This design comes from an exercise in tuning for small area on the open sky130 flow, not from production work. In this exercise RTL edits were held to simulation tests only and were not proved equivalent to the original. No driver is modelled on the clock port, so clock power and skew are understated where the tree is cut down; a real chip needs a root buffer or a tree. Power and IR drop assume default switching activity.

[config.mk]
export PLATFORM = sky130hd
export DESIGN_NAME = owb_slave
export DESIGN_NICKNAME = owb_slave
export VERILOG_FILES = /design/flow/design.v
export SDC_FILE = /design/flow/constraint.sdc
export NUM_CORES = 4
export LEC_CHECK = 0
export ABC_AREA = 1
export CAP_MARGIN = 20
export CORE_MARGIN = 2
export CORE_UTILIZATION = 40
export SLEW_MARGIN = 20
[constraint.sdc]
create_clock -name core_clock -period 10.0 [get_ports {clk}]
set_input_delay 2.0000 -clock core_clock [delete_from_list [all_inputs] [get_ports {clk}]]
set_output_delay 2.0000 -clock core_clock [all_outputs]
set_load 0.01 [all_outputs]
[design.v]
module owb_slave (
    input  wire        clk,
    input  wire        por,             
    input  wire        line_in,         
    input  wire [63:0] identity,        
    output wire        line_drive_low
);
    localparam [1:0] P_WAIT    = 2'd0;
    localparam [1:0] P_SLOT    = 2'd1;
    localparam [1:0] P_RSTPOLL = 2'd3;
    localparam [1:0] P_RSTSEQ  = 2'd2;
    localparam [2:0] M_IDLE  = 3'd0;    
    localparam [2:0] M_DC    = 3'd1;    
    localparam [2:0] M_RXA   = 3'd2;    
    localparam [2:0] M_RXB   = 3'd3;    
    localparam [2:0] M_DB    = 3'd4;    
    localparam [2:0] M_DA    = 3'd5;    
    localparam [2:0] M_REP   = 3'd6;    
    reg [1:0] ph;
    reg [7:0] t;
    reg [2:0] m;
    reg [5:0] cur;
    wire b;                             
    wire er    = (m == M_REP) | (m == M_DA) | (m == M_DB);
    wire armed = er & (b ^ (m != M_DB));    
    wire t0   = (t[4:0] == 5'd0);               
    wire t28  = t[4] & t[3] & t[2];             
    wire t198 = t[7] & t[6] & t[2] & t[1];      
    wire tz   = (t == 8'd0);                    
    wire tpr  = t[7] | t[6] | t[5] | t[4];      
    wire t164 = t[7] & t[5] & t[2];             
    assign line_drive_low = ((ph == P_SLOT) & t[7]) | ((ph == P_RSTSEQ) & tpr);
    reg [1:0] n_ph;
    reg [7:0] n_t;
    reg       ev_wbit, wbit, ev_rearm, ev_reset;
    always @(*) begin
        n_ph     = ph;
        n_t      = t + 1'b1;
        ev_wbit  = 1'b0;
        wbit     = 1'b0;
        ev_rearm = 1'b0;
        ev_reset = 1'b0;
        case (ph)
            P_WAIT: begin
                n_t     = {armed, 5'd0, t[0] & ~line_in, line_in};
                if (t[1]) begin
                    if (!armed && er) begin
                        ev_rearm = 1'b1;                  
                        if (!line_in) n_ph = P_RSTPOLL;
                    end else begin
                        if (!line_in) n_ph = P_SLOT;
                    end
                end
            end
            P_SLOT: begin
                if (line_in) n_t[1:0] = 2'b01;
                if (t28) begin
                    n_t[7] = 1'b0;
                    n_ph = line_in ? P_WAIT : P_RSTPOLL;
                    if (t[7]) ev_rearm = 1'b1;            
                    else       ev_wbit  = 1'b1;           
                end else if (line_in) begin
                    n_ph = P_WAIT;
                    if (!t0) begin
                        ev_wbit = 1'b1;                   
                        wbit    = 1'b1;
                    end
                end
            end
            P_RSTPOLL: begin
                if (t198) begin
                    ev_reset = 1'b1;
                    n_t      = {6'd0, line_in, 1'b0};
                    n_ph     = P_RSTSEQ;
                end else if (line_in) begin
                    n_ph = P_WAIT;
                    n_t[1:0] = 2'b01;
                end
            end
            default: begin  
                if (tz) n_t = {6'd0, line_in, 1'b0};
                if (t164) begin
                    n_ph = P_WAIT;
                    n_t[0] = 1'b0;      
                end
            end
        endcase
    end
    reg [2:0] n_m;
    reg [5:0] n_cur;
    wire [2:0] bi = cur[2:0];
    always @(*) begin
        n_m   = m;
        n_cur = cur;
        if (ev_reset)
            n_cur = 6'd56;
        else if (ev_wbit || (ev_rearm && m == M_REP))
            n_cur = cur + 1'b1;
        if (ev_wbit) begin
            case (m)
                M_RXA, M_RXB: begin
                    if (bi == 3'd0)
                        n_m = wbit ? M_RXA : M_RXB;
                    else if (wbit != ((m == M_RXA) ? ~bi[1] : bi[2]))
                        n_m = M_IDLE;
                    else if (bi == 3'd7)
                        n_m = (m == M_RXA) ? M_REP : M_DA;
                end
                M_DC: begin
                    if (wbit != b || cur == 6'd63)
                        n_m = M_IDLE;                     
                    else
                        n_m = M_DA;
                end
                default: ;
            endcase
        end
        if (ev_rearm) begin
            case (m)
                M_REP: if (cur == 6'd63) n_m = M_IDLE;
                M_DA:  n_m = M_DB;
                M_DB:  n_m = M_DC;
                default: ;
            endcase
        end
        if (ev_reset) n_m = M_RXA;
    end
    owb_idmux u_idmux (
        .d   (identity),
        .sln (~(8'd1 << cur[2:0])),
        .hi  (cur[5:3]),
        .b   (b)
    );
    always @(posedge clk) begin
        if (por) begin
            ph   <= P_WAIT;
            m    <= M_IDLE;
            t[1:0] <= 2'b00;
        end else begin
            ph   <= n_ph;
            m    <= n_m;
            t[1:0] <= n_t[1:0];
        end
        t[7:2] <= n_t[7:2];
        cur <= n_cur;
    end
endmodule
module owb_idmux (
    input  wire [63:0] d,
    input  wire [7:0]  sln,
    input  wire [2:0]  hi,
    output wire        b
);
    wire [7:0] g;
    genvar i;
    generate
        for (i = 0; i < 8; i = i + 1) begin : grp
            assign g[i] = &(d[8*i +: 8] | sln);
        end
    endgenerate
    assign b = g[hi];
endmodule
[flow/run.sh]
#!/bin/bash
# Own layout flow: the standard ORFS flow (standard.sh) with these changes.
# - The identity multiplexer (module owb_idmux) is taken from the hand-mapped
#   gate-level netlist flow/idmux_gl.v instead of being synthesised from the RTL.
# - Synthesis is synth_recipe.tcl unchanged except for its abc call
#   (flow/synth.tcl): ABC maps the design with each area-only script in
#   flow/abc_scripts.txt and the smallest mapping is kept. Yosys's adder
#   extraction is off (ADDER_MAP_FILE empty), so ABC maps the counters too.
# - The port buffers are buf_1 cells.
# - Clock tree synthesis uses clkbuf_8 buffers and adds no dummy loads; then
#   flow/post_cts.tcl makes the root buffer, which drives only the leaf
#   buffers, a clkbuf_2.
# Logs: subst.log, flow_make.log (all of make's and ORFS's output) and ORFS's
# own per-step logs under orfs/logs.
set -euo pipefail
W=$PWD
export OWB_WORK_DIR=$W
export OWB_FLOW_DIR=$W/flow
python3 flow/subst.py design.v flow/idmux_gl.v > design_own.v 2> subst.log
export BUFFER_PORTS_ARGS="-buffer_cell sky130_fd_sc_hd__buf_1"
export CTS_ARGS="${OWB_CTS_ARGS:--repair_clock_nets -buf_list sky130_fd_sc_hd__clkbuf_8 -root_buf sky130_fd_sc_hd__clkbuf_8 -dont_use_dummy_load}"
export POST_CTS_TCL=$W/flow/post_cts.tcl
bash standard.sh VERILOG_FILES=$W/design_own.v SYNTH_SCRIPT=$W/flow/synth.tcl ADDER_MAP_FILE= finish > flow_make.log 2>&1
[flow/abc_scripts.txt]
strash; dc2; &get -n; &dch; &nf -a -R 1000; &put; topo
strash; &get -n; &dch -f; &nf -a -R 1000; &put; topo
strash; &get -n; &fraig -x; &dc2; &dch -f; &nf -a -R 2000; &put; topo
strash; dch; map -a; topo
strash; dc2; &get -n; &dch; &nf -a -R 1000; &put; strash; dc2; &get -n; &dch; &nf -a -R 1000; &put; topo
strash; balance; rewrite; refactor; balance; rewrite; rewrite -z; balance; refactor -z; rewrite -z; balance; &get -n; &dch -f; &nf -a -R 1000; &put; topo
strash; dch; amap; topo
strash; dc2; dch -f; amap; topo
strash; dc2; &get -n; &dch; &nf -a -R 1000; &put; strash; dc2; &get -n; &dch; &nf -a -R 1000; &put; strash; dc2; &get -n; &dch; &nf -a -R 1000; &put; topo
strash; dc2; &get -n; &dch; &nf -a -R 1000; &put; strash; dc2; &get -n; &dch; &nf -a -R 1000; &put; strash; dc2; &get -n; &dch; &nf -a -R 1000; &put; strash; dc2; &get -n; &dch; &nf -a -R 1000; &put; topo
strash; dc2; &get -n; &dch; &nf -a -R 1000; &put; strash; &get -n; &dch -f; &nf -a -R 1000; &put; topo
strash; &get -n; &dch -f; &nf -a -R 1000; &put; strash; dc2; &get -n; &dch; &nf -a -R 1000; &put; topo
strash; dc2; &get -n; &dch; &nf -a -R 1000; &put; strash; dc2; &get -n; &dch; &nf -a -R 1000; &put; strash; dc2; &get -n; &dch; &nf -a -R 1000; &put; strash; dc2; &get -n; &dch; &nf -a -R 1000; &put; strash; dc2; &get -n; &dch; &nf -a -R 1000; &put; strash; dc2; &get -n; &dch; &nf -a -R 1000; &put; topo
[flow/idmux_gl.v]
// Gate-level owb_idmux: b = identity bit {hi, j} where sln[j] == 0.
// Each byte is the AND over its bits of (d | sln), four o22ai and a nor4;
// the byte results go through two mux4 and a mux2.
module owb_idmux (
    input  wire [63:0] d,
    input  wire [7:0]  sln,
    input  wire [2:0]  hi,
    output wire        b
);
    wire [7:0] g;
    wire [31:0] p;
    wire [1:0] h;
    sky130_fd_sc_hd__o22ai_1 oa0 (.A1(d[0]), .A2(sln[0]), .B1(d[1]), .B2(sln[1]), .Y(p[0]));
    sky130_fd_sc_hd__o22ai_1 oa1 (.A1(d[2]), .A2(sln[2]), .B1(d[3]), .B2(sln[3]), .Y(p[1]));
    sky130_fd_sc_hd__o22ai_1 oa2 (.A1(d[4]), .A2(sln[4]), .B1(d[5]), .B2(sln[5]), .Y(p[2]));
    sky130_fd_sc_hd__o22ai_1 oa3 (.A1(d[6]), .A2(sln[6]), .B1(d[7]), .B2(sln[7]), .Y(p[3]));
    sky130_fd_sc_hd__nor4_1 nr0 (.A(p[0]), .B(p[1]), .C(p[2]), .D(p[3]), .Y(g[0]));
    sky130_fd_sc_hd__o22ai_1 oa4 (.A1(d[8]), .A2(sln[0]), .B1(d[9]), .B2(sln[1]), .Y(p[4]));
    sky130_fd_sc_hd__o22ai_1 oa5 (.A1(d[10]), .A2(sln[2]), .B1(d[11]), .B2(sln[3]), .Y(p[5]));
    sky130_fd_sc_hd__o22ai_1 oa6 (.A1(d[12]), .A2(sln[4]), .B1(d[13]), .B2(sln[5]), .Y(p[6]));
    sky130_fd_sc_hd__o22ai_1 oa7 (.A1(d[14]), .A2(sln[6]), .B1(d[15]), .B2(sln[7]), .Y(p[7]));
    sky130_fd_sc_hd__nor4_1 nr1 (.A(p[4]), .B(p[5]), .C(p[6]), .D(p[7]), .Y(g[1]));
    sky130_fd_sc_hd__o22ai_1 oa8 (.A1(d[16]), .A2(sln[0]), .B1(d[17]), .B2(sln[1]), .Y(p[8]));
    sky130_fd_sc_hd__o22ai_1 oa9 (.A1(d[18]), .A2(sln[2]), .B1(d[19]), .B2(sln[3]), .Y(p[9]));
    sky130_fd_sc_hd__o22ai_1 oa10 (.A1(d[20]), .A2(sln[4]), .B1(d[21]), .B2(sln[5]), .Y(p[10]));
    sky130_fd_sc_hd__o22ai_1 oa11 (.A1(d[22]), .A2(sln[6]), .B1(d[23]), .B2(sln[7]), .Y(p[11]));
    sky130_fd_sc_hd__nor4_1 nr2 (.A(p[8]), .B(p[9]), .C(p[10]), .D(p[11]), .Y(g[2]));
    sky130_fd_sc_hd__o22ai_1 oa12 (.A1(d[24]), .A2(sln[0]), .B1(d[25]), .B2(sln[1]), .Y(p[12]));
    sky130_fd_sc_hd__o22ai_1 oa13 (.A1(d[26]), .A2(sln[2]), .B1(d[27]), .B2(sln[3]), .Y(p[13]));
    sky130_fd_sc_hd__o22ai_1 oa14 (.A1(d[28]), .A2(sln[4]), .B1(d[29]), .B2(sln[5]), .Y(p[14]));
    sky130_fd_sc_hd__o22ai_1 oa15 (.A1(d[30]), .A2(sln[6]), .B1(d[31]), .B2(sln[7]), .Y(p[15]));
    sky130_fd_sc_hd__nor4_1 nr3 (.A(p[12]), .B(p[13]), .C(p[14]), .D(p[15]), .Y(g[3]));
    sky130_fd_sc_hd__o22ai_1 oa16 (.A1(d[32]), .A2(sln[0]), .B1(d[33]), .B2(sln[1]), .Y(p[16]));
    sky130_fd_sc_hd__o22ai_1 oa17 (.A1(d[34]), .A2(sln[2]), .B1(d[35]), .B2(sln[3]), .Y(p[17]));
    sky130_fd_sc_hd__o22ai_1 oa18 (.A1(d[36]), .A2(sln[4]), .B1(d[37]), .B2(sln[5]), .Y(p[18]));
    sky130_fd_sc_hd__o22ai_1 oa19 (.A1(d[38]), .A2(sln[6]), .B1(d[39]), .B2(sln[7]), .Y(p[19]));
    sky130_fd_sc_hd__nor4_1 nr4 (.A(p[16]), .B(p[17]), .C(p[18]), .D(p[19]), .Y(g[4]));
    sky130_fd_sc_hd__o22ai_1 oa20 (.A1(d[40]), .A2(sln[0]), .B1(d[41]), .B2(sln[1]), .Y(p[20]));
    sky130_fd_sc_hd__o22ai_1 oa21 (.A1(d[42]), .A2(sln[2]), .B1(d[43]), .B2(sln[3]), .Y(p[21]));
    sky130_fd_sc_hd__o22ai_1 oa22 (.A1(d[44]), .A2(sln[4]), .B1(d[45]), .B2(sln[5]), .Y(p[22]));
    sky130_fd_sc_hd__o22ai_1 oa23 (.A1(d[46]), .A2(sln[6]), .B1(d[47]), .B2(sln[7]), .Y(p[23]));
    sky130_fd_sc_hd__nor4_1 nr5 (.A(p[20]), .B(p[21]), .C(p[22]), .D(p[23]), .Y(g[5]));
    sky130_fd_sc_hd__o22ai_1 oa24 (.A1(d[48]), .A2(sln[0]), .B1(d[49]), .B2(sln[1]), .Y(p[24]));
    sky130_fd_sc_hd__o22ai_1 oa25 (.A1(d[50]), .A2(sln[2]), .B1(d[51]), .B2(sln[3]), .Y(p[25]));
    sky130_fd_sc_hd__o22ai_1 oa26 (.A1(d[52]), .A2(sln[4]), .B1(d[53]), .B2(sln[5]), .Y(p[26]));
    sky130_fd_sc_hd__o22ai_1 oa27 (.A1(d[54]), .A2(sln[6]), .B1(d[55]), .B2(sln[7]), .Y(p[27]));
    sky130_fd_sc_hd__nor4_1 nr6 (.A(p[24]), .B(p[25]), .C(p[26]), .D(p[27]), .Y(g[6]));
    sky130_fd_sc_hd__o22ai_1 oa28 (.A1(d[56]), .A2(sln[0]), .B1(d[57]), .B2(sln[1]), .Y(p[28]));
    sky130_fd_sc_hd__o22ai_1 oa29 (.A1(d[58]), .A2(sln[2]), .B1(d[59]), .B2(sln[3]), .Y(p[29]));
    sky130_fd_sc_hd__o22ai_1 oa30 (.A1(d[60]), .A2(sln[4]), .B1(d[61]), .B2(sln[5]), .Y(p[30]));
    sky130_fd_sc_hd__o22ai_1 oa31 (.A1(d[62]), .A2(sln[6]), .B1(d[63]), .B2(sln[7]), .Y(p[31]));
    sky130_fd_sc_hd__nor4_1 nr7 (.A(p[28]), .B(p[29]), .C(p[30]), .D(p[31]), .Y(g[7]));
    sky130_fd_sc_hd__mux4_1 mx0 (.A0(g[0]), .A1(g[1]), .A2(g[2]), .A3(g[3]), .S0(hi[0]), .S1(hi[1]), .X(h[0]));
    sky130_fd_sc_hd__mux4_1 mx1 (.A0(g[4]), .A1(g[5]), .A2(g[6]), .A3(g[7]), .S0(hi[0]), .S1(hi[1]), .X(h[1]));
    sky130_fd_sc_hd__mux2_1 mx2 (.A0(h[0]), .A1(h[1]), .S(hi[2]), .X(b));
endmodule
[flow/post_cts.tcl]
# After clock tree synthesis (which builds the tree from clkbuf_8 cells), the
# root buffer, the one the clock port drives, only drives the leaf buffers:
# make it a clkbuf_2, then legalise the placement again.
set roots {}
foreach inst [[ord::get_db_block] getInsts] {
  if {![string match sky130_fd_sc_hd__clkbuf_* [[$inst getMaster] getName]]} { continue }
  foreach it [$inst getITerms] {
    if {![$it isInputSignal]} { continue }
    set n [$it getNet]
    if {$n ne "NULL" && [$n getName] eq "clk"} { lappend roots $inst }
  }
}
foreach inst $roots {
  puts "post_cts.tcl: [$inst getName] [[$inst getMaster] getName] -> sky130_fd_sc_hd__clkbuf_2"
  replace_cell [get_cells [$inst getName]] sky130_fd_sc_hd__clkbuf_2
}
detailed_placement
check_placement -verbose
[flow/subst.py]
#!/usr/bin/env python3
"""Print design.v (argv[1]) with its module owb_idmux replaced by the gate-level one in argv[2]."""
import re
import sys

src = open(sys.argv[1]).read()
gl = open(sys.argv[2]).read()
m = re.search(r"^\s*module\s+owb_idmux\b.*?^\s*endmodule\b", src, re.S | re.M)
if not m:
    sys.exit("subst.py: no module owb_idmux in " + sys.argv[1])
sys.stdout.write(src[: m.start()] + "\n" + src[m.end():] + "\n" + gl)
[flow/synth.tcl]
# The standard flow's synthesis script (synth_recipe.tcl, sourced unchanged) with its
# technology mapping done by ABC with area-only scripts in place of ORFS's:
# each script in flow/abc_scripts.txt (one per line) maps the design, and
# the mapping with the smallest cell area is kept. The -script, -D and
# -constr arguments ORFS gives abc are dropped; the liberty and dont_use
# arguments are kept.
proc abc {args} {
  set keep {}
  set libs {}
  set i 0
  while {$i < [llength $args]} {
    set a [lindex $args $i]
    if {$a in {-script -D -constr}} { incr i 2; continue }
    if {$a eq "-liberty"} { lappend libs [lindex $args [expr {$i + 1}]] }
    lappend keep $a
    incr i
  }
  set f [open $::env(OWB_FLOW_DIR)/abc_scripts.txt r]
  set scripts [split [string trim [read $f]] "\n"]
  close $f
  set statargs {}
  foreach l $libs { lappend statargs -liberty $l }
  yosys design -save owb_pre_abc
  set best_area -1
  set n 0
  foreach s $scripts {
    incr n
    set sf $::env(OWB_WORK_DIR)/owb_abc_$n.script
    set g [open $sf w]
    puts $g $s
    close $g
    yosys design -load owb_pre_abc
    yosys abc -script $sf {*}$keep
    yosys opt_clean
    set out [yosys tee -q -s result.string stat {*}$statargs]
    set area -1
    regexp {Chip area for module[^:]*:\s*([0-9.]+)} $out -> area
    puts "abc script $n ($s): area $area"
    if {$area >= 0 && ($best_area < 0 || $area < $best_area)} {
      set best_area $area
      yosys design -save owb_best_abc
    }
  }
  yosys design -load owb_best_abc
  puts "abc: kept the mapping of area $best_area"
}
source $::env(OWB_WORK_DIR)/synth_recipe.tcl
[standard.sh]
#!/bin/bash
# synth_recipe.tcl (not shown) runs the flow's synth.tcl, then flattens the netlist and writes it again
# the make line also repeats each setting of config.mk as NAME=value (left out here)
make -C /OpenROAD-flow-scripts/flow DESIGN_CONFIG=/design/flow/config.mk WORK_HOME=/design/flow/orfs CLKGATE_MAP_FILE= SYNTH_SCRIPT=/design/flow/synth_recipe.tcl "${@:-finish}"
==> reports/metrics.csv, run 1 <==
stage;metric;value;unit
synth;ys.flop_type;dfxtp_1;
status;outcome;timing/DRC/antenna clean;
clocking;clk-insertion-delay-late;280;ps
place;place_area;0.00169;mm²
critical_path;cp_common_cell;nor2b_1;
synth;synth_area;0.00138;mm²
critical_path;cp_max_fo;5;
sta;setup-tns-final;0;ps
synth;synthArstFlopShare;0;
min_path;hold_path.class;reg2reg;
place;dpl.hpwl;3460;µm
global_routing;grt_util_met1;0.302;
critical_path;cp-start-kind;primary input;
floorplanning;die_w;62.7;µm
clocking;cts_tree;built;
place;dp_worst_setup_slack;5280;ps
clocking;clkSinkCount;19;
cells_and_area;final_area;0.00172;mm²
cells_and_area;finalNetCount;320;
drt;drtPass1Iterations;4;
sta;final-hold-violation-count;0;
critical_path;worstPathRequired;10220;ps
floorplanning;die_h;62.7;µm
min_path;hold_depth;2;
floorplanning;fp-row-count;21;
floorplanning;initial_core_util;0.416;
synth;syn_inst;181;
critical_path;cpMaxStageDelayCell;mux4_1;
cells_and_area;drive_above_1_share;0.0120;
min_path;hold_path_end;t[6];
cells_and_area;diodes;0;
synth;syn_area_per_cell;7.60;µm²
place;placedCellCount;294;
sta;worst_slack;5530;ps
drt;postRouteWirelength;4410;µm
sta;fmaxAchievable;0.224;GHz
global_routing;busiest_layer;met2;
drt;drt_iter0_drc;85;
cells_and_area;layout_commonest_cell;buf_1;
cells_and_area;instances_no_fill;297;
drt;drc;0;
place;gp_congestion;0.835;
critical_path;regToRegEndpoint;cur[5];
sta;holdWs;547;ps
sta;final.min_clock_period;4470;ps
critical_path;critical-path-max-stage-delay;490;ps
power_and_ir_drop;total_power;0.157;mW
global_routing;overflow;0;
floorplanning;ios;68;
place;port_buffers;67;
synth;synth_cell_types;36;
cells_and_area;finalCoreUtilization;0.519;
cells_and_area;fillerInstances;350;
drt;vias;1725;
global_routing;grtUsageTotal;0.239;
critical_path;setup.worst_path.class;in2reg;
sta;rsz0062_at_grt;false;
sta;setup_viol;0;
global_routing;grt_first_pass_wirelength;7610;µm
min_path;hold_start;t[6];
floorplanning;dieArea;0.00393;mm²
global_routing;use_met3;0.0541;
critical_path;r2r_cells;13;
sta;fin_crit_sh;0.447;
critical_path;worstReg2RegStart;cur[1];
synth;synth_edf_count;0;
synth;synth-seq-cells;19;
power_and_ir_drop;leakage;0.558;nW
global_routing;first_global_vias;1740;
global_routing;grt_max_degree;13;
critical_path;r2r_slack;6240;ps
floorplanning;design.core.area;0.00331;mm²
critical_path;crit_chain;buf_1 -> o22ai_1 -> nor4_1 -> mux4_1 -> mux2_1 -> xor2_1 -> nor2b_1 -> a32o_1 -> a31o_1 -> nor2b_1 -> nand3_1 -> o21ai_0 -> a21o_1;
synth;synth_seq_area_share;0.276;
clocking;clk_pin_slew;70;ps
critical_path;critical_path_arrival;4700;ps
cells_and_area;mostFrequentLayoutCells;67 x buf_1, 33 x o22ai_1, 20 x nor2_1;
drt;viasPerCell;5.81;
critical_path;critPathBufInv;1;
synth;synth_nets;248;
global_routing;grt_antenna_before_repair;0;
drt;ant_nets;0;
sta;drv_slew;0;
cells_and_area;syn_to_final_growth;24.8;%
critical_path;critical-path-top-delay-family;compound AO/OA/AOI/OAI gates;
power_and_ir_drop;ir_worst_vdd;0.0000456;V
drt;wl_per_cell;14.8;µm
global_routing;use_met2;0.407;
sta;relSlewSlack;0.595;
flow_run;maxCapViolCount;0;
synth;yosysWarnings;1;
power_and_ir_drop;cellPowerDensity;91.2;mW/mm²
sta;clock_skew;9.31;ps
sta;worst_pin_slew;601;ps
critical_path;cp-end-kind;flop;
==> worst max-delay path by stage <==
| stage | startpoint | endpoint | slack, ps | depth (start not counted) |
|---|---|---|---|---|
| after global placement | identity[10] | cur[5] | 5320 | 13 |
| after global routing | identity[48] | cur[5] | 5220 | 13 |
| final | identity[8] | cur[5] | 5530 | 13 |
| after detailed placement | identity[10] | cur[5] | 5280 | 13 |
| after floorplan | identity[42] | cur[5] | 5590 | 12 |
==> state kept, by name, indices dropped and copies added, names as in the netlist <==
signal	cells
ph	2
cur	6
t	8
m	3
==> report_power, final <==
part | switching (mW) | internal, mW
clock | 0.0246 | 0.0207
combinational | 0.0151 | 0.0171
sequential | 0.00229 | 0.0768
total | 0.0420 | 0.115
==> metal layers <==
layer | part of all wire | vias up
li1 | - | 875
met1 | 0.44 | 782
met2 | 0.49 | 62
met3 | 0.054 | 6
met4 | 0.010 | 0
met5 | 0 | -
==> final cells by class <==
cell class	instances	area, µm²	area share
Sequential cell	19	380	0.221
Timing Repair Buffer	67	251	0.146
Inverter	2	7.51	0.00437
Clock buffer	3	32.5	0.0189
Tap cell	46	57.6	0.0335
Multi-Input combinational cell	160	988	0.575
==> worst min-delay path, cell delays in order (launching register included) <==
cell and delay (ps):
dfxtp_1 340, a21oi_1 120, nor3b_1 50
==> Yosys cell counts (all sizes together), types with 2 or more instances <==
cell type | instances | area, µm²
a21oi | 11 | 55.1
a22o | 2 | 17.5
and2 | 2 | 12.5
and3 | 5 | 31.3
clkinv | 2 | 7.51
dfxtp | 19 | 380
mux4 | 2 | 52.6
nand2 | 12 | 45.0
nand2b | 2 | 12.5
nand3 | 8 | 40.0
nand3b | 3 | 22.5
nor2 | 20 | 75.1
nor2b | 6 | 37.5
nor3 | 5 | 25.0
nor3b | 2 | 15.0
nor4 | 8 | 50.1
o2111ai | 3 | 26.3
o21ai | 11 | 55.1
o22ai | 33 | 206
o32ai | 2 | 17.5
or3b | 2 | 17.5
or4 | 2 | 15.0
xnor2 | 4 | 35.0
xor2 | 3 | 26.3
==> logic make-up after synthesis <==
kind of cell	Yosys count	share of synthesized area
AOI/OAI and AO/OA	71	0.328
and+or+nand+nor	79	0.299
muxes	3	0.0464
xor gates and xnor gates	7	0.0445
DFF	19	0.276
buffers and inverters	2	0.00546
==> inputs of run 2 (changes only) <==
--- a/flow/run.sh
+++ b/flow/run.sh
@@ -9,5 +9,6 @@
 # - The port buffers are buf_1 cells.
-# - Clock tree synthesis uses clkbuf_8 buffers and adds no dummy loads; then
+# - Clock tree synthesis uses clkbuf_4 buffers and adds no dummy loads; then
 #   flow/post_cts.tcl makes the root buffer, which drives only the leaf
-#   buffers, a clkbuf_2.
+#   buffers, a clkbuf_2, and each leaf buffer driving more than 10 clock
+#   pins a clkbuf_8.
 # Logs: subst.log, flow_make.log (all of make's and ORFS's output) and ORFS's
@@ -20,3 +21,3 @@
 export BUFFER_PORTS_ARGS="-buffer_cell sky130_fd_sc_hd__buf_1"
-export CTS_ARGS="${OWB_CTS_ARGS:--repair_clock_nets -buf_list sky130_fd_sc_hd__clkbuf_8 -root_buf sky130_fd_sc_hd__clkbuf_8 -dont_use_dummy_load}"
+export CTS_ARGS="${OWB_CTS_ARGS:--repair_clock_nets -buf_list sky130_fd_sc_hd__clkbuf_4 -root_buf sky130_fd_sc_hd__clkbuf_4 -dont_use_dummy_load}"
 export POST_CTS_TCL=$W/flow/post_cts.tcl
==> flow/post_cts.tcl (replaced) <==
# After clock tree synthesis (which builds the tree from clkbuf_4 cells):
# the root buffer, the one the clock port drives, only drives the leaf
# buffers and becomes a clkbuf_2; a leaf buffer that drives more than 10
# clock pins becomes a clkbuf_8, to keep the slew at its flip-flops low.
# Then the placement is legalised again.
proc owb_sinks {inst} {
  set n 0
  foreach it [$inst getITerms] {
    if {![$it isOutputSignal]} { continue }
    set net [$it getNet]
    if {$net eq "NULL"} { continue }
    foreach s [$net getITerms] {
      if {[$s isInputSignal]} { incr n }
    }
  }
  return $n
}
set changes {}
foreach inst [[ord::get_db_block] getInsts] {
  if {![string match sky130_fd_sc_hd__clkbuf_* [[$inst getMaster] getName]]} { continue }
  set root 0
  foreach it [$inst getITerms] {
    if {![$it isInputSignal]} { continue }
    set n [$it getNet]
    if {$n ne "NULL" && [$n getName] eq "clk"} { set root 1 }
  }
  set fanout [owb_sinks $inst]
  if {$root} {
    lappend changes [list [$inst getName] sky130_fd_sc_hd__clkbuf_2 $fanout]
  } elseif {$fanout > 10} {
    lappend changes [list [$inst getName] sky130_fd_sc_hd__clkbuf_8 $fanout]
  }
}
foreach c $changes {
  lassign $c name cell fanout
  puts "post_cts.tcl: $name (fanout $fanout) -> $cell"
  replace_cell [get_cells $name] $cell
}
detailed_placement
check_placement -verbose
==> run 2 against run 1 <==
  * Setup slack improved by 39 ps
  * Critical path depth is the same
  * Global-route usage down 0.23 points
  * Critical path type unchanged
  * Largest cell class unchanged
  * Highest routed layer unchanged
==> reports/metrics.csv, run 2 <==
stage;metric;value;unit
floorplanning;ios;68;
place;placedCellCount;294;
critical_path;r2r_cells;13;
sta;setup_viol;0;
drt;wl_per_cell;14.8;µm
synth;synth-seq-cells;19;
critical_path;crit_chain;buf_1 -> o22ai_1 -> nor4_1 -> mux4_1 -> mux2_1 -> xor2_1 -> nor2b_1 -> a32o_1 -> a31o_1 -> nor2b_1 -> nand3_1 -> o21ai_0 -> a21o_1;
floorplanning;dieArea;0.00393;mm²
synth;syn_area_per_cell;7.60;µm²
flow_run;maxCapViolCount;0;
critical_path;cp-start-kind;primary input;
critical_path;cp_max_fo;5;
cells_and_area;largest_reg_flops;8;
synth;synth_area;0.00138;mm²
floorplanning;design.core.area;0.00331;mm²
drt;drc;0;
sta;drv_slew;0;
critical_path;cpMaxStageDelayCell;mux4_1;
min_path;hold_start;t[6];
synth;synth_nets;248;
sta;rsz0062_at_grt;false;
synth;synth_edf_count;0;
clocking;clk_pin_slew;110;ps
cells_and_area;mostFrequentLayoutCells;67 x buf_1, 33 x o22ai_1, 20 x nor2_1;
clocking;cts_tree;built;
synth;yosysTopAreaCell;dfxtp_1;
global_routing;overflow;0;
cells_and_area;largest_register;t;
synth;yosysMostFrequentCell;o22ai_1;
critical_path;path_depth;13;
cells_and_area;finalNetCount;320;
cells_and_area;syn_to_final_growth;23.9;%
critical_path;critical-path-top-delay-family;compound AO/OA/AOI/OAI gates;
place;port_buffers;67;
drt;drtPass1Iterations;4;
cells_and_area;top_regs;t x8, cur x6, m x3;
drt;drt_iter0_drc;85;
clocking;clkSinkCount;19;
sta;worst_pin_slew;599;ps
synth;synth_cell_types;36;
critical_path;critical_path_arrival;4680;ps
sta;holdWs;551;ps
global_routing;first_global_vias;1751;
cells_and_area;layout_commonest_cell;buf_1;
global_routing;grt_antenna_before_repair;0;
global_routing;grt_max_degree;13;
synth;syn_inst;181;
synth;synth.top_cell.area_share;0.276;
critical_path;crit_path_start;identity[10];
synth;synth_area_leaders;dfxtp_1 28%, o22ai_1 15%, nor2_1 5.5%, a21oi_1 4.0%, o21ai_0 4.0%;
drt;postRouteWirelength;4390;µm
power_and_ir_drop;ir_worst_vdd;0.0000449;V
min_path;hold_path.class;reg2reg;
critical_path;critPathBufInv;1;
sta;fin_crit_sh;0.443;
power_and_ir_drop;cellPowerDensity;86.2;mW/mm²
status;outcome;timing/DRC/antenna clean;
clocking;clk-insertion-delay-late;300;ps
synth;yosysWarnings;1;
sta;relSlewSlack;0.596;
critical_path;worstPathRequired;10240;ps
critical_path;cp-end-kind;flop;
min_path;hold_depth;2;
critical_path;setup.worst_path.class;in2reg;
sta;setup-tns-final;0;ps
sta;final.min_clock_period;4430;ps
place;gp_congestion;0.835;
cells_and_area;instances_no_fill;297;
critical_path;critical-path-max-stage-delay;490;ps
drt;viasPerCell;5.73;
floorplanning;initial_core_util;0.416;
synth;synth_common_cells;33 x o22ai_1, 20 x nor2_1, 19 x dfxtp_1;
synth;synthArstFlopShare;0;
critical_path;worstReg2RegStart;cur[1];
sta;clock_skew;15.5;ps
cells_and_area;drive_above_1_share;0.0120;
cells_and_area;diodes;0;
floorplanning;fp-row-count;21;
sta;fmaxAchievable;0.226;GHz
global_routing;grt_first_pass_wirelength;7530;µm
critical_path;cp_common_cell;nor2b_1;
place;dpl.hpwl;3460;µm
synth;ys.flop_type;dfxtp_1;
drt;vias;1701;
power_and_ir_drop;leakage;0.553;nW
global_routing;grtUsageTotal;0.237;
drt;ant_nets;0;
sta;final-hold-violation-count;0;
floorplanning;die_w;62.7;µm
floorplanning;die_h;62.7;µm
synth;synth_seq_area_share;0.276;
## run 2: cell counts after synthesis
Identical to the previous run, type by type.
## run 2: path summary, 6_finish.rpt
check | endpoint | slack, ps
worst max-delay path | cur[5] | 5570
worst min-delay path | t[6] | 550
worst max register to register | cur[5] | 6250
worst min register to register | t[6] | 550
## run 2: power by group
part | switching [mW] | internal [mW]
registers | 0.00228 | 0.0768
clock network | 0.0235 | 0.0122
logic | 0.0150 | 0.0171
total | 0.0409 | 0.106
## run 2: kinds of logic after synthesis
kind of cell / Yosys count / synth area share
compound gates: 71 / 0.328
xor+xnor: 7 / 0.0445
buf+inv: 2 / 0.00546
flops: 19 / 0.276
mux: 3 / 0.0464
simple gates: 79 / 0.299
## run 2: metal layers
layer | part of all wire | GRT usage | routed length (µm)
met3 | 0.051 | 0.0559 | 225
met5 | 0 | 0 | 0
met2 | 0.49 | 0.399 | 2150
met1 | 0.45 | 0.297 | 1960
met4 | 0.012 | 0.0778 | 52
## run 2: worst reg2reg max path, cell delays in order (launching register included)
cell	delay (ps)
dfxtp_1	490
or3b_1	550
o22ai_1	230
nor4_1	100
mux4_1	490
mux2_1	340
xor2_1	190
nor2b_1	180
a32o_1	200
a31o_1	200
nor2b_1	310
nand3_1	140
o21ai_0	180
a21o_1	100
## run 2: area by class of cell
cell class | instances | area [µm²]
clock buffer | 3 | 20.0
fill | 353 | 1610
inverter | 2 | 7.51
multi-input combinational | 160 | 988
sequential | 19 | 380
tap | 46 | 57.6
timing repair buffer | 67 | 251
## run 2: per-stage QoR
stage	util	area [µm²]	total power, mW	setup WS (ps)
finish	0.515	1710	0.147	5570
detailed placement	0.509	1690	0.112	5280
global placement	0.509	1690	0.112	5320
global route	0.515	1710	0.156	5300
floorplan	-	1380	0.0981	5590
==> inputs of run 3 (changes only) <==
--- a/design.v
+++ b/design.v
@@ -34,3 +34,3 @@
     reg [7:0] n_t;
-    reg       ev_wbit, wbit, ev_rearm, ev_reset;
+    reg       ev_wbit, wbit, ev_rearm;
     always @(*) begin
@@ -41,3 +41,2 @@
         ev_rearm = 1'b0;
-        ev_reset = 1'b0;
         case (ph)
@@ -70,4 +69,3 @@
             P_RSTPOLL: begin
-                if (t198) begin
-                    ev_reset = 1'b1;
+                if (t198) begin                           
                     n_t      = {6'd0, line_in, 1'b0};
@@ -94,3 +92,3 @@
         n_cur = cur;
-        if (ev_reset)
+        if (ph == P_RSTSEQ)
             n_cur = 6'd56;
@@ -125,3 +123,3 @@
         end
-        if (ev_reset) n_m = M_RXA;
+        if (ph == P_RSTSEQ) n_m = M_RXA;
     end
--- a/flow/abc_scripts.txt
+++ b/flow/abc_scripts.txt
@@ -13 +13,7 @@
 strash; dc2; &get -n; &dch; &nf -a -R 1000; &put; strash; dc2; &get -n; &dch; &nf -a -R 1000; &put; strash; dc2; &get -n; &dch; &nf -a -R 1000; &put; strash; dc2; &get -n; &dch; &nf -a -R 1000; &put; strash; dc2; &get -n; &dch; &nf -a -R 1000; &put; strash; dc2; &get -n; &dch; &nf -a -R 1000; &put; topo
+strash; &get -n; &dch -f; &nf -a -R 1000; &put; strash; &get -n; &dch -f; &nf -a -R 1000; &put; strash; &get -n; &dch -f; &nf -a -R 1000; &put; strash; &get -n; &dch -f; &nf -a -R 1000; &put; topo
+strash; dc2; &get -n; &dch -x; &nf -a -R 1000; &put; strash; dc2; &get -n; &dch -x; &nf -a -R 1000; &put; strash; dc2; &get -n; &dch -x; &nf -a -R 1000; &put; strash; dc2; &get -n; &dch -x; &nf -a -R 1000; &put; topo
+strash; dc2; &get -n; &dch; &nf -a -R 1000; &put; strash; &get -n; &dch -f; &nf -a -R 1000; &put; strash; dc2; &get -n; &dch; &nf -a -R 1000; &put; strash; &get -n; &dch -f; &nf -a -R 1000; &put; topo
+strash; &get -n; &synch2; &nf -a -R 1000; &put; strash; dc2; &get -n; &dch; &nf -a -R 1000; &put; strash; dc2; &get -n; &dch; &nf -a -R 1000; &put; strash; dc2; &get -n; &dch; &nf -a -R 1000; &put; topo
+strash; dc2; &get -n; &dch; &nf -a -R 1000; &put; strash; dc2; &get -n; &dch; &nf -a -R 1000; &put; strash; dc2; &get -n; &dch; &nf -a -R 1000; &put; strash; dc2; &get -n; &dch; &nf -a -R 1000; &put; strash; &get -n; &dch -f; &nf -a -R 1000; &put; topo
+strash; dc2; &get -n; &dch; &nf -a -R 2000 -C 24; &put; strash; dc2; &get -n; &dch; &nf -a -R 1000; &put; strash; dc2; &get -n; &dch; &nf -a -R 1000; &put; strash; dc2; &get -n; &dch; &nf -a -R 1000; &put; topo
==> run 3 against run 2 <==
  * Setup slack lost 190 ps
  * Design area down 0.22%
  * Combinational power is 79% higher
  * Power is 20% higher
  * Clock-buffer cell count is the same
  * Die area down 0.26%
  * Worst hold slack lost 18 ps
==> reports/metrics.csv, run 3 <==
stage;metric;value;unit
status;outcome;timing/DRC/antenna clean;
clocking;clk-insertion-delay-late;280;ps
sta;clock_skew;19.0;ps
min_path;hold_path.class;reg2reg;
critical_path;r2r_slack;6050;ps
critical_path;regToRegEndpoint;cur[5];
synth;syn_inst;181;
sta;relSlewSlack;0.617;
synth;synth_cell_types;35;
sta;fin_crit_sh;0.462;
critical_path;setup.worst_path.class;in2reg;
global_routing;overflow;0;
cells_and_area;finalNetCount;320;
drt;drtPass1Iterations;4;
place;gp_congestion;0.857;
cells_and_area;drive_above_1_share;0.0120;
global_routing;busiest_layer;met2;
synth;synth_edf_count;0;
floorplanning;dieArea;0.00392;mm²
synth;synth_seq_area_share;0.277;
synth;synth_area;0.00137;mm²
sta;final-hold-violation-count;0;
sta;drv_slew;0;
cells_and_area;largest_register;t;
critical_path;cp_max_fo;4;
sta;final.min_clock_period;4620;ps
global_routing;grt_antenna_before_repair;0;
synth;synthArstFlopShare;0;
synth;synth_area_leaders;dfxtp_1 28%, o22ai_1 15%, nor4_1 5.0%, nor2_1 4.9%, a21oi_1 4.0%;
critical_path;cpMaxStageDelayCell;mux4_1;
min_path;hold_path_end;t[3];
critical_path;cp-end-kind;flop;
synth;yosysMostFrequentCell;o22ai_1;
synth;synth_common_cells;32 x o22ai_1, 19 x dfxtp_1, 18 x nor2_1;
clocking;clk_pin_slew;110;ps
place;dpl.hpwl;3410;µm
sta;rsz0062_at_grt;false;
critical_path;cp-start-kind;primary input;
power_and_ir_drop;ir_worst_vdd;0.0000512;V
clocking;clkSinkCount;19;
clocking;cts_tree;built;
critical_path;critPathBufInv;1;
sta;worst_pin_slew;568;ps
power_and_ir_drop;cellPowerDensity;103;mW/mm²
drt;vias;1718;
synth;synth_nets;248;
cells_and_area;largest_reg_flops;8;
global_routing;use_met3;0.0414;
cells_and_area;syn_to_final_growth;24.0;%
global_routing;grtUsageTotal;0.225;
synth;yosysTopAreaCell;dfxtp_1;
floorplanning;die_w;62.6;µm
synth;ys.flop_type;dfxtp_1;
place;place_area;0.00168;mm²
global_routing;use_met2;0.332;
sta;setup-tns-final;0;ps
place;port_buffers;67;
drt;viasPerCell;5.78;
global_routing;grt_util_met1;0.321;
global_routing;grt_first_pass_wirelength;7240;µm
cells_and_area;final_area;0.00170;mm²
critical_path;critical_path_arrival;4800;ps
drt;drc;0;
critical_path;worstReg2RegStart;cur[1];
synth;synth-seq-cells;19;
drt;wl_per_cell;14.6;µm
critical_path;critical-path-top-delay-family;multiplexers;
min_path;hold_depth;2;
drt;drt_iter0_drc;147;
cells_and_area;top_regs;t x8, cur x6, m x3;
synth;syn_area_per_cell;7.58;µm²
flow_run;maxCapViolCount;0;
critical_path;critical-path-max-stage-delay;500;ps
cells_and_area;diodes;0;
global_routing;grt_max_degree;13;
floorplanning;fp-row-count;21;
critical_path;worstPathRequired;10180;ps
min_path;hold_start;t[3];
floorplanning;initial_core_util;0.415;
synth;synth.top_cell.area_share;0.277;
drt;ant_nets;0;
floorplanning;ios;68;
floorplanning;die_h;62.6;µm
drt;postRouteWirelength;4340;µm
synth;yosysWarnings;1;
power_and_ir_drop;leakage;0.568;nW
sta;fmaxAchievable;0.216;GHz
critical_path;r2r_cells;14;
cells_and_area;fillerInstances;356;
global_routing;first_global_vias;1634;
floorplanning;design.core.area;0.00331;mm²
sta;setup_viol;0;
cells_and_area;mostFrequentLayoutCells;67 x buf_1, 32 x o22ai_1, 19 x dfxtp_1;
critical_path;crit_chain;buf_1 -> o22ai_1 -> nor4_1 -> mux4_1 -> mux2_1 -> xor2_1 -> nor2b_1 -> nand2_1 -> o21ai_0 -> a41o_1 -> nor2b_1 -> nand3_1 -> a21oi_1 -> o21ai_0;
cells_and_area;layout_commonest_cell;buf_1;
[run 3: kinds of logic (layout without fill, tap and decap cells)]
logic type / count (synthesis) / count (layout) / synth area share
AO/OA/AOI/OAI: 76 / 76 / 0.354
flip-flops: 19 / 19 / 0.277
multiplexers: 3 / 3 / 0.0465
buffers and inverters: 4 / 74 / 0.0109
XOR/XNOR: 5 / 5 / 0.0319
AND/OR/NAND/NOR: 74 / 74 / 0.280
[run 3: how the worst max path moves through the flow]
stage / from / to / slack (ps) / cells after the start
floorplan: identity[40] / cur[5] / 5510 / 13
finish: identity[40] / cur[5] / 5380 / 14
global placement: identity[38] / cur[5] / 5210 / 14
detailed placement: identity[38] / cur[5] / 5110 / 14
global route: identity[14] / cur[5] / 5140 / 14
[run 3: metrics by stage]
step	util	cells	power, mW	hold WS (ps)	setup WS, ps
after detailed placement	0.508	294	0.143	502	5110
after global routing	0.514	297	0.190	569	5140
after global placement	0.508	294	0.142	510	5210
final	0.514	297	0.176	533	5380
after floorplan	-	181	0.122	474	5510
[run 3: layout make-up]
cell class                 count  area, µm²  share of cell area
multi-input combinational    158        977               0.574
sequential                    19        380               0.224
inverter                       4       15.0             0.00882
timing repair buffer          67        251               0.148
tap                           46       57.6              0.0338
clock buffer                   3       20.0              0.0118
[run 3: report_power, final]
group	leakage (nW)	switching, mW	internal (mW)
clock	0.0134	0.0221	0.0122
sequential	0.154	0.00566	0.0785
combinational	0.401	0.0285	0.0291
total	0.568	0.0563	0.120
[run 3: routing by layer]
| metal | share of wire | wire length [µm] | vias to the layer above |
|---|---|---|---|
| li1 | - | - | 884 |
| met1 | 0.51 | 2220 | 763 |
| met2 | 0.41 | 1800 | 61 |
| met3 | 0.049 | 213 | 10 |
| met4 | 0.025 | 108 | 0 |
| met5 | 0 | 0 | - |
[run 3: worst reg2reg max path: stages, from the launching register on]
cell and delay (ps):
dfxtp_1 510, nand3_1 480, o22ai_1 310, nor4_1 80, mux4_1 480, mux2_1 360
xor2_1 220, nor2b_1 200, nand2_1 60, o21ai_0 160, a41o_1 270, nor2b_1 300
nand3_1 170, a21oi_1 150, o21ai_0 80
==> inputs of run 4 (changes only) <==
--- a/flow/run.sh
+++ b/flow/run.sh
@@ -10,5 +10,5 @@
 # - Clock tree synthesis uses clkbuf_4 buffers and adds no dummy loads; then
-#   flow/post_cts.tcl makes the root buffer, which drives only the leaf
-#   buffers, a clkbuf_2, and each leaf buffer driving more than 10 clock
-#   pins a clkbuf_8.
+#   flow/post_cts.tcl removes the root buffer, which drives only the two leaf
+#   buffers, so that the clock port drives them, and makes each leaf buffer
+#   driving more than 10 clock pins a clkbuf_8.
 # Logs: subst.log, flow_make.log (all of make's and ORFS's output) and ORFS's
==> flow/post_cts.tcl (replaced) <==
set block [ord::get_db_block]
set clk_net [$block findNet clk]
proc owb_out_net {inst} {
  foreach it [$inst getITerms] {
    if {[$it isOutputSignal]} { return [$it getNet] }
  }
  return "NULL"
}
proc owb_sinks {net} {
  set l {}
  if {$net eq "NULL"} { return $l }
  foreach s [$net getITerms] {
    if {[$s isInputSignal]} { lappend l $s }
  }
  return $l
}
set roots {}
set leaves {}
foreach inst [$block getInsts] {
  if {![string match sky130_fd_sc_hd__clkbuf_* [[$inst getMaster] getName]]} { continue }
  set root 0
  foreach it [$inst getITerms] {
    if {[$it isInputSignal] && [$it getNet] eq $clk_net} { set root 1 }
  }
  if {$root} { lappend roots $inst } else { lappend leaves $inst }
}
foreach inst $leaves {
  set fanout [llength [owb_sinks [owb_out_net $inst]]]
  if {$fanout > 10} {
    puts "post_cts.tcl: [$inst getName] (fanout $fanout) -> sky130_fd_sc_hd__clkbuf_8"
    replace_cell [get_cells [$inst getName]] sky130_fd_sc_hd__clkbuf_8
  }
}
foreach inst $roots {
  set net [owb_out_net $inst]
  set sinks [owb_sinks $net]
  set ok [expr {[llength $sinks] <= 4}]
  foreach s $sinks {
    set m [[[$s getInst] getMaster] getName]
    if {![string match sky130_fd_sc_hd__clkbuf_* $m]} { set ok 0 }
  }
  if {!$ok} { continue }
  puts "post_cts.tcl: removing root buffer [$inst getName]; clk drives [llength $sinks] leaf buffers"
  foreach s $sinks {
    $s disconnect
    $s connect $clk_net
  }
  foreach it [$inst getITerms] { $it disconnect }
  odb::dbInst_destroy $inst
  odb::dbNet_destroy $net
}
detailed_placement
check_placement -verbose
==> run 4 against run 3 <==
  * Still clean
  * Non-clock buffer count did not move
  * Core utilization fell by 0.15 points
  * Sequential cell count did not move
  * Via count rose by 0.12%
  * Power fell by 2.7%
  * Global-route usage fell by 0.23 points
==> reports/metrics.csv, run 4 <==
stage;metric;value;unit
synth;yosysTopAreaCell;dfxtp_1;
critical_path;crit_chain;buf_1 -> o22ai_1 -> nor4_1 -> mux4_1 -> mux2_1 -> xor2_1 -> nor2b_1 -> nand2_1 -> o21ai_0 -> a41o_1 -> nor2b_1 -> nand3_1 -> a21oi_1 -> o21ai_0;
synth;yosysMostFrequentCell;o22ai_1;
synth;syn_area_per_cell;7.58;µm²
synth;synth.top_cell.area_share;0.277;
sta;fin_crit_sh;0.474;
synth;synth_common_cells;32 x o22ai_1, 19 x dfxtp_1, 18 x nor2_1;
floorplanning;die_w;62.6;µm
sta;holdWs;533;ps
cells_and_area;syn_to_final_growth;23.6;%
cells_and_area;largest_register;t;
critical_path;cp-end-kind;flop;
clocking;clk_pin_slew;110;ps
power_and_ir_drop;internal_power;0.117;mW
synth;synth_seq_area_share;0.277;
clocking;clkSinkCount;19;
cells_and_area;finalNetCount;319;
sta;setup_viol;0;
critical_path;critical_path_arrival;4810;ps
sta;drv_slew;0;
global_routing;grt_max_degree;13;
sta;final.min_clock_period;4740;ps
critical_path;worstPathRequired;10070;ps
global_routing;grt_first_pass_wirelength;7210;µm
synth;synth_nets;248;
critical_path;cpMaxStageDelayCell;mux4_1;
cells_and_area;top_regs;t x8, cur x6, m x3;
floorplanning;ios;68;
power_and_ir_drop;pwr-share-seq;0.491;
global_routing;first_global_vias;1626;
cells_and_area;layout_commonest_cell;buf_1;
drt;wl_per_cell;14.6;µm
sta;clock_skew;20.2;ps
sta;relSlewSlack;0.617;
power_and_ir_drop;ir_worst_vdd;0.0000510;V
sta;fmaxAchievable;0.211;GHz
power_and_ir_drop;switchingPower;0.0541;mW
cells_and_area;finalCoreUtilization;0.512;
floorplanning;die_h;62.6;µm
place;dp_worst_setup_slack;5110;ps
synth;yosysWarnings;1;
place;dpl.hpwl;3410;µm
global_routing;grtUsageTotal;0.223;
synth;synth_edf_count;0;
place;gp_congestion;0.857;
cells_and_area;largest_reg_flops;8;
synth;synth_cell_types;35;
floorplanning;dieArea;0.00392;mm²
critical_path;setup.worst_path.class;in2reg;
floorplanning;fp-row-count;21;
synth;ys.flop_type;dfxtp_1;
drt;viasPerCell;5.81;
drt;drc;0;
synth;syn_inst;181;
critical_path;cp-start-kind;primary input;
floorplanning;initial_core_util;0.415;
cells_and_area;drive_above_1_share;0.00800;
power_and_ir_drop;cellPowerDensity;101;mW/mm²
min_path;hold_path.class;reg2reg;
sta;setup-tns-final;0;ps
floorplanning;design.core.area;0.00331;mm²
flow_run;maxCapViolCount;0;
sta;worst_slack;5260;ps
power_and_ir_drop;p_sw_frac;0.316;
critical_path;critical-path-max-stage-delay;500;ps
cells_and_area;diodes;0;
sta;rsz0062_at_grt;false;
status;outcome;timing/DRC/antenna clean;
global_routing;grt_antenna_before_repair;0;
drt;ant_nets;0;
synth;synth_area;0.00137;mm²
synth;synthArstFlopShare;0;
synth;synth-seq-cells;19;
power_and_ir_drop;total_power;0.171;mW
critical_path;cp_max_fo;4;
place;port_buffers;67;
power_and_ir_drop;power_frac_clock;0.170;
drt;drt_iter0_drc;139;
clocking;clk-insertion-delay-late;170;ps
sta;worst_pin_slew;568;ps
power_and_ir_drop;pwr-share-comb;0.339;
drt;drtPass1Iterations;4;
drt;postRouteWirelength;4320;µm
power_and_ir_drop;leakage;0.564;nW
global_routing;overflow;0;
sta;final-hold-violation-count;0;
drt;vias;1720;
synth;synth_area_leaders;dfxtp_1 28%, o22ai_1 15%, nor4_1 5.0%, nor2_1 4.9%, a21oi_1 4.0%;
cells_and_area;mostFrequentLayoutCells;67 x buf_1, 32 x o22ai_1, 19 x dfxtp_1;
[run 4: power by group through the flow]
stage | logic (mW) | registers [mW] | clock network (mW)
floorplan | 0.0382 | 0.0842 | 0
global route | 0.0642 | 0.0851 | 0.0342
detailed placement | 0.0573 | 0.0855 | 0
finish | 0.0580 | 0.0841 | 0.0292
global placement | 0.0566 | 0.0855 | 0
[run 4: path summary, 6_finish.rpt]
path,from,endpoint,slack (ps),cells past startpoint
setup / recovery,identity[40],cur[5],5260,14
setup reg to reg,cur[1],cur[5],6050,14
hold / removal,t[3],t[3],530,2
hold reg to reg,t[3],t[3],530,2
[run 4: final cells by class]
type                       count  area, µm²
sequential                    19        380
timing repair buffer          67        251
tap                           46       57.6
inverter                       4       15.0
clock buffer                   2       15.0
fill                         356       1610
multi-input combinational    158        977
[run 4: logic make-up (layout without fill, tap and decap cells)]
family,Yosys count,count (layout),synth area share
AOI/OAI and AO/OA,76,76,0.354
xor gates and xnor gates,5,5,0.0319
buffers and inverters,4,73,0.0109
DFF,19,19,0.277
muxes,3,3,0.0465
and+or+nand+nor,74,74,0.280
[run 4: worst max-delay path: cells and delay by family]
| kind | cells | cell delay [ps] |
|---|---|---|
| buffers and inverters | 1 | 70 |
| xor gates and xnor gates | 1 | 220 |
| muxes | 2 | 860 |
| and+or+nand+nor | 5 | 820 |
| AOI/OAI and AO/OA | 5 | 820 |
[run 4: routing by layer]
metal | routed length (µm) | track usage
met3 | 243 | 0.0360
met1 | 2170 | 0.321
met4 | 115 | 0.0833
met5 | 0 | 0
met2 | 1790 | 0.332
[run 4: stage by stage]
step / instances / cell area (µm²)
floorplan: 181 / 1370
global placement: 294 / 1680
detailed placement: 294 / 1680
global route: 296 / 1700
finish: 296 / 1700
==> inputs of run 5 (changes only) <==
--- a/flow/abc_scripts.txt
+++ b/flow/abc_scripts.txt
@@ -19 +19,5 @@
 strash; dc2; &get -n; &dch; &nf -a -R 2000 -C 24; &put; strash; dc2; &get -n; &dch; &nf -a -R 1000; &put; strash; dc2; &get -n; &dch; &nf -a -R 1000; &put; strash; dc2; &get -n; &dch; &nf -a -R 1000; &put; topo
+strash; dc2; &get -n; &dch; &nf -a -R 1000; &put; mfs3 -a; topo
+strash; dc2; &get -n; &dch; &nf -a -R 1000; &put; strash; dc2; &get -n; &dch; &nf -a -R 1000; &put; strash; dc2; &get -n; &dch; &nf -a -R 1000; &put; strash; dc2; &get -n; &dch; &nf -a -R 1000; &put; mfs3 -a; topo
+strash; &get -n; &synch2; &nf -a -R 1000; &put; strash; dc2; &get -n; &dch; &nf -a -R 1000; &put; strash; dc2; &get -n; &dch; &nf -a -R 1000; &put; strash; dc2; &get -n; &dch; &nf -a -R 1000; &put; mfs3 -a; topo
+strash; dc2; &get -n; &dch; &nf -a -R 1000; &put; mfs3 -a; strash; dc2; &get -n; &dch; &nf -a -R 1000; &put; mfs3 -a; topo
==> run 5 against run 4 <==
  * Still clean on timing, DRC and antenna
  * Die area down 0.86%
  * Critical path depth unchanged
  * Final cell count rose by 2.4%
  * Non-clock buffer count unchanged
  * Clock-buffer cell count did not move
  * Wire length shrank 4.3%
  * Register-to-register slack about the same
  * Clock skew rose by 1.3 ps
  * Combinational power grew 3.6%
  * Sequential share of layout area is 0.083 points higher
  * First-iteration DRC count is 30% lower
  * Global-route usage up 0.50 points
  * Critical endpoint unchanged
  * Highest routed layer unchanged
==> reports/metrics.csv, run 5 <==
stage;metric;value;unit
power_and_ir_drop;ir_worst_vdd;0.0000835;V
cells_and_area;finalNetCount;326;
cells_and_area;drive_above_1_share;0.00778;
global_routing;grt_first_pass_wirelength;7410;µm
cells_and_area;fillerInstances;362;
sta;fin_crit_sh;0.472;
drt;drc;0;
cells_and_area;diodes;0;
critical_path;cp_max_fo;4;
synth;syn_inst;188;
power_and_ir_drop;pwr-share-seq;0.472;
place;port_buffers;67;
critical_path;worstReg2RegStart;cur[0];
critical_path;critPathBufInv;1;
clocking;clk_pin_slew;70;ps
synth;synth_seq_area_share;0.280;
drt;vias;1716;
synth;ys.flop_type;dfxtp_1;
drt;wl_met2;1870;µm
drt;drt_iter0_drc;97;
global_routing;grtUsageTotal;0.228;
flow_run;maxCapViolCount;0;
power_and_ir_drop;internal_power;0.121;mW
cells_and_area;finalCoreUtilization;0.511;
critical_path;crit_path_start;identity[40];
cells_and_area;syn_to_final_growth;24.3;%
synth;yosysMostFrequentCell;o22ai_1;
sta;worst_pin_slew;841;ps
synth;synth_area;0.00136;mm²
floorplanning;die_h;62.3;µm
synth;yosysTopAreaCell;dfxtp_1;
power_and_ir_drop;leakage;0.550;nW
sta;setup-tns-final;0;ps
synth;synth_area_leaders;dfxtp_1 28%, o22ai_1 15%, nand2_1 5.8%, nor2_1 5.5%, nor4_1 4.6%;
power_and_ir_drop;cellPowerDensity;105;mW/mm²
cells_and_area;largest_reg_flops;8;
cells_and_area;layout_commonest_cell;buf_1;
critical_path;crit_chain;buf_1 -> o22ai_1 -> nor4_1 -> mux4_1 -> mux2_1 -> xor2_1 -> nor2b_1 -> nand2_1 -> o21ai_0 -> a31o_1 -> and2_0 -> and3_1 -> xnor2_1 -> nand2_1;
drt;drtPass1Iterations;4;
floorplanning;dieArea;0.00388;mm²
floorplanning;ios;68;
floorplanning;initial_core_util;0.411;
critical_path;cp-start-kind;primary input;
power_and_ir_drop;pwr-share-comb;0.338;
clocking;clkSinkCount;19;
synth;yosysWarnings;1;
floorplanning;design.core.area;0.00331;mm²
global_routing;overflow;0;
power_and_ir_drop;p_sw_frac;0.316;
critical_path;critical-path-top-delay-family;multiplexers;
sta;final-hold-violation-count;0;
critical_path;cp_common_cell;nand2_1;
drt;wl_met3;253;µm
synth;synthArstFlopShare;0;
critical_path;critical_path_arrival;4730;ps
sta;fmaxAchievable;0.212;GHz
synth;synth.top_cell.area_share;0.280;
sta;rsz0062_at_grt;false;
status;outcome;timing/DRC/antenna clean;
critical_path;critical-path-max-stage-delay;530;ps
power_and_ir_drop;power_frac_clock;0.190;
cells_and_area;top_regs;t x8, cur x6, m x3;
drt;met1_length;1990;µm
sta;setup_viol;0;
drt;wl_per_cell;13.6;µm
critical_path;worstPathRequired;10010;ps
synth;syn_area_per_cell;7.23;µm²
floorplanning;die_w;62.3;µm
drt;ant_nets;0;
critical_path;setup.worst_path.class;in2reg;
synth;synth_edf_count;0;
sta;drv_slew;0;
drt;postRouteWirelength;4140;µm
synth;synth_cell_types;30;
power_and_ir_drop;switchingPower;0.0561;mW
sta;relSlewSlack;0.433;
floorplanning;fp-row-count;21;
place;dpl.hpwl;3300;µm
critical_path;cp-end-kind;flop;
synth;synth-seq-cells;19;
global_routing;first_global_vias;1597;
min_path;hold_path.class;reg2reg;
place;gp_congestion;0.862;
sta;clock_skew;21.5;ps
sta;final.min_clock_period;4720;ps
critical_path;cpMaxStageDelayCell;mux4_1;
clocking;clk-insertion-delay-late;160;ps
drt;top_layer;met4;
drt;viasPerCell;5.66;
cells_and_area;mostFrequentLayoutCells;67 x buf_1, 32 x o22ai_1, 21 x nand2_1;
global_routing;grt_max_degree;12;
synth;synth_common_cells;32 x o22ai_1, 21 x nand2_1, 20 x nor2_1;
min_path;hold_start;t[5];
global_routing;grt_antenna_before_repair;0;
cells_and_area;largest_register;t;
synth;synth_nets;255;
[run 5: tightest hold or removal path: stages (launching register included)]
cell and delay (ps):
dfxtp_1 330, nor2_1 100, nor3_1 50
[run 5: layout make-up]
cell class,instances,area [µm²],area share
multi-input cells,164,961,0.568
flip-flops and latches,19,380,0.225
repair buffers,67,251,0.149
well taps,46,57.6,0.0340
clock buffers,2,21.3,0.0126
inverters,5,18.8,0.0111
[run 5: path summary, 6_finish.rpt]
check / endpoint / slack, ps / cells past startpoint
hold reg to reg: t[5] / 530 / 2
hold / removal: t[5] / 530 / 2
setup / recovery: cur[5] / 5280 / 14
setup reg to reg: cur[5] / 6060 / 15
[run 5: power groups by stage]
stage / Combinational (mW) / Clock [mW] / Sequential [mW]
final: 0.0601 / 0.0337 / 0.0837
after global routing: 0.0673 / 0.0379 / 0.0849
after detailed placement: 0.0590 / 0 / 0.0853
after global placement: 0.0587 / 0 / 0.0853
after floorplan: 0.0397 / 0 / 0.0838
[run 5: layer usage]
metal / track usage / up-vias
met5: 0 / -
met4: 0.0306 / 0
met3: 0.0380 / 4
met2: 0.353 / 53
met1: 0.340 / 785
li1: - / 874
[run 5: kinds of logic after synthesis]
logic type,Yosys count,synth area share
AND/OR/NAND/NOR,90,0.331
AO/OA/AOI/OAI,65,0.290
flip-flops,19,0.280
XOR/XNOR,6,0.0386
buffers and inverters,5,0.0138
multiplexers,3,0.0469
[run 5: per-stage QoR]
stage | total power [mW] | hold WS, ps | area [µm²] | instances | setup slack (ps)
after global routing | 0.190 | 578 | 1690 | 303 | 4970
after global placement | 0.144 | 516 | 1670 | 301 | 5210
after floorplan | 0.123 | 480 | 1360 | 188 | 5500
final | 0.177 | 528 | 1690 | 303 | 5280
after detailed placement | 0.144 | 516 | 1670 | 301 | 5180
==> inputs of run 6 (changes only) <==
--- a/flow/abc_scripts.txt
+++ b/flow/abc_scripts.txt
@@ -22,2 +22,6 @@
 strash; &get -n; &synch2; &nf -a -R 1000; &put; strash; dc2; &get -n; &dch; &nf -a -R 1000; &put; strash; dc2; &get -n; &dch; &nf -a -R 1000; &put; strash; dc2; &get -n; &dch; &nf -a -R 1000; &put; mfs3 -a; topo
-strash; dc2; &get -n; &dch; &nf -a -R 1000; &put; mfs3 -a; strash; dc2; &get -n; &dch; &nf -a -R 1000; &put; mfs3 -a; topo
+strash; dc2; &get -n; &dch; &nf -a -R 1000; &put; strash; dc2; &get -n; &dch; &nf -a -R 1000; &put; strash; dc2; &get -n; &dch; &nf -a -R 1000; &put; strash; dc2; &get -n; &dch; &nf -a -R 1000; &put; mfs3 -ae -H 5 -R 4; topo
+strash; &get -n; &synch2; &nf -a -R 1000; &put; strash; dc2; &get -n; &dch; &nf -a -R 1000; &put; strash; dc2; &get -n; &dch; &nf -a -R 1000; &put; strash; dc2; &get -n; &dch; &nf -a -R 1000; &put; mfs3 -ae -H 5 -R 4; topo
+strash; dc2; &get -n; &dch; &nf -a -R 1000; &put; mfs3 -ae -H 5 -R 4; strash; dc2; &get -n; &dch; &nf -a -R 1000; &put; mfs3 -ae -H 5 -R 4; strash; dc2; &get -n; &dch; &nf -a -R 1000; &put; mfs3 -ae -H 5 -R 4; topo
+strash; dc2; &get -n; &dch; &nf -a -R 1000; &put; strash; dc2; &get -n; &dch; &nf -a -R 1000; &put; strash; dc2; &get -n; &dch; &nf -a -R 1000; &put; strash; dc2; &get -n; &dch; &nf -a -R 1000; &put; mfs3 -ae -K 8 -H 6 -R 4; topo
+strash; dc2; &get -n; &dch; &nf -a -R 1000; &put; strash; dc2; &get -n; &dch; &nf -a -R 1000; &put; strash; dc2; &get -n; &dch; &nf -a -R 1000; &put; strash; dc2; &get -n; &dch; &nf -a -R 1000; &put; mfs3 -ae -H 5 -R 4; mfs3 -ae -H 5 -R 4; topo
==> run 6 against run 5 <==
  * Still clean on timing, DRC and antenna
  * Setup slack gained 31 ps
  * Clock-buffer cell count is the same
  * Final cell count shrank 0.66%
  * Maximum frequency grew 0.65%
  * Clock skew grew 0.78 ps
  * Wire length grew 0.75%
  * Clock power grew 3%
  * Synthesized area shrank 0.64%
  * Critical path type unchanged
  * Largest cell class unchanged
  * Highest routed layer unchanged
==> reports/metrics.csv, run 6 <==
stage;metric;value;unit
sta;worst_pin_slew;837;ps
cells_and_area;drive_above_1_share;0.00784;
critical_path;cpMaxStageDelayCell;mux4_1;
floorplanning;die_w;62.1;µm
cells_and_area;finalNetCount;324;
cells_and_area;diodes;0;
cells_and_area;layout_commonest_cell;buf_1;
synth;synth_area_leaders;dfxtp_1 28%, o22ai_1 15%, nand2_1 6.1%, nor2_1 6.1%, nor4_1 4.6%;
cells_and_area;syn_to_final_growth;24.4;%
min_path;hold_path.class;reg2reg;
cells_and_area;largest_reg_flops;8;
critical_path;critPathBufInv;1;
clocking;clk-insertion-delay-late;160;ps
drt;ant_nets;0;
floorplanning;ios;68;
floorplanning;die_h;62.1;µm
synth;synth_cell_types;33;
critical_path;cp_max_fo;4;
critical_path;worstPathRequired;10020;ps
global_routing;grt_max_degree;12;
drt;drt_iter0_drc;138;
floorplanning;dieArea;0.00386;mm²
sta;drv_slew;0;
critical_path;critical-path-top-delay-family;multiplexers;
power_and_ir_drop;leakage;0.550;nW
synth;syn_inst;186;
flow_run;maxCapViolCount;0;
synth;ys.flop_type;dfxtp_1;
drt;vias;1710;
synth;synth_seq_area_share;0.281;
power_and_ir_drop;ir_worst_vdd;0.0000747;V
critical_path;path_depth;14;
clocking;clk_pin_slew;70;ps
place;dpl.hpwl;3300;µm
synth;yosysMostFrequentCell;o22ai_1;
global_routing;grt_antenna_before_repair;0;
min_path;hold_path_end;t[5];
min_path;hold_depth;2;
synth;synth.top_cell.area_share;0.281;
cells_and_area;seqCellArea;380;µm²
critical_path;worstReg2RegStart;cur[1];
critical_path;r2r_cells;15;
critical_path;crit_chain;buf_1 -> o22ai_1 -> nor4_1 -> mux4_1 -> mux2_1 -> xor2_1 -> nor2b_1 -> nand2_1 -> o21ai_0 -> a31o_1 -> and2_0 -> and3_1 -> xnor2_1 -> nand2_1;
global_routing;grt_first_pass_wirelength;7080;µm
drt;viasPerCell;5.68;
sta;rsz0062_at_grt;false;
critical_path;critical_path_arrival;4710;ps
synth;yosysWarnings;1;
synth;syn_area_per_cell;7.27;µm²
cells_and_area;fillerInstances;341;
critical_path;cp_common_cell;nand2_1;
global_routing;grtUsageTotal;0.218;
synth;synth-seq-cells;19;
drt;drtPass1Iterations;4;
synth;synth_edf_count;0;
place;gp_congestion;0.861;
place;port_buffers;67;
critical_path;cp-start-kind;primary input;
floorplanning;design.core.area;0.00328;mm²
cells_and_area;multi_input_area;956;µm²
floorplanning;fp-row-count;21;
synth;yosysTopAreaCell;dfxtp_1;
critical_path;cp-end-kind;flop;
critical_path;critical-path-max-stage-delay;510;ps
drt;wl_per_cell;13.8;µm
cells_and_area;top_regs;t x8, cur x6, m x3;
sta;setup_viol;0;
cells_and_area;finalCoreUtilization;0.512;
sta;fin_crit_sh;0.469;
status;outcome;timing/DRC/antenna clean;
synth;synth_nets;253;
run 6: power by group:
group	total (mW)	leakage, nW	internal, mW	switching [mW]
logic	0.0644	0.384	0.0314	0.0330
registers	0.0844	0.154	0.0784	0.00600
clock network	0.0346	0.0118	0.0139	0.0207
run 6: kinds of logic after synthesis:
kind of cell | count (synthesis) | share of synthesized area
mux | 4 | 0.0546
simple gates | 89 | 0.323
buf+inv | 4 | 0.0111
xor+xnor | 6 | 0.0389
flops | 19 | 0.281
compound gates | 64 | 0.291
run 6: layout make-up:
type,instances,area share
multi-input cells,163,0.568
flip-flops and latches,19,0.226
repair buffers,67,0.150
well taps,46,0.0342
clock buffers,2,0.0126
inverters,4,0.00893
run 6: worst max-delay path by stage:
stage,from,endpoint,slack [ps]
global placement,identity[32],cur[5],5240
global route,identity[46],cur[5],5060
finish,identity[44],cur[5],5310
detailed placement,identity[44],cur[5],5180
floorplan,identity[42],cur[5],5510
run 6: worst min-delay path, cell delays in order (launching register included):
cell and delay [ps]:
dfxtp_1 340, nor2_1 110, nor3_1 50
run 6: metal layers:
metal,wire length [µm],track usage,vias up
met5,0,0,-
li1,-,-,869
met1,1990,0.311,788
met3,218,0.0326,4
met4,23,0.0389,0
met2,1940,0.353,49
run 6: per-stage QoR:
| step | cell area, µm² | hold WS [ps] | setup slack (ps) | cells |
|---|---|---|---|---|
| floorplan | 1350 | 485 | 5510 | 186 |
| global placement | 1660 | 512 | 5240 | 299 |
| detailed placement | 1660 | 524 | 5180 | 299 |
| global route | 1680 | 580 | 5060 | 301 |
| finish | 1680 | 530 | 5310 | 301 |

Setup slack of run 6, layout unchanged: 5.312 ns with ideal ports, 5.320 ns with driving cells assumed (clock clkbuf_16, inputs buf_2), 5.145 ns with port delays also shifted by the 0.175 ns mid clock arrival.
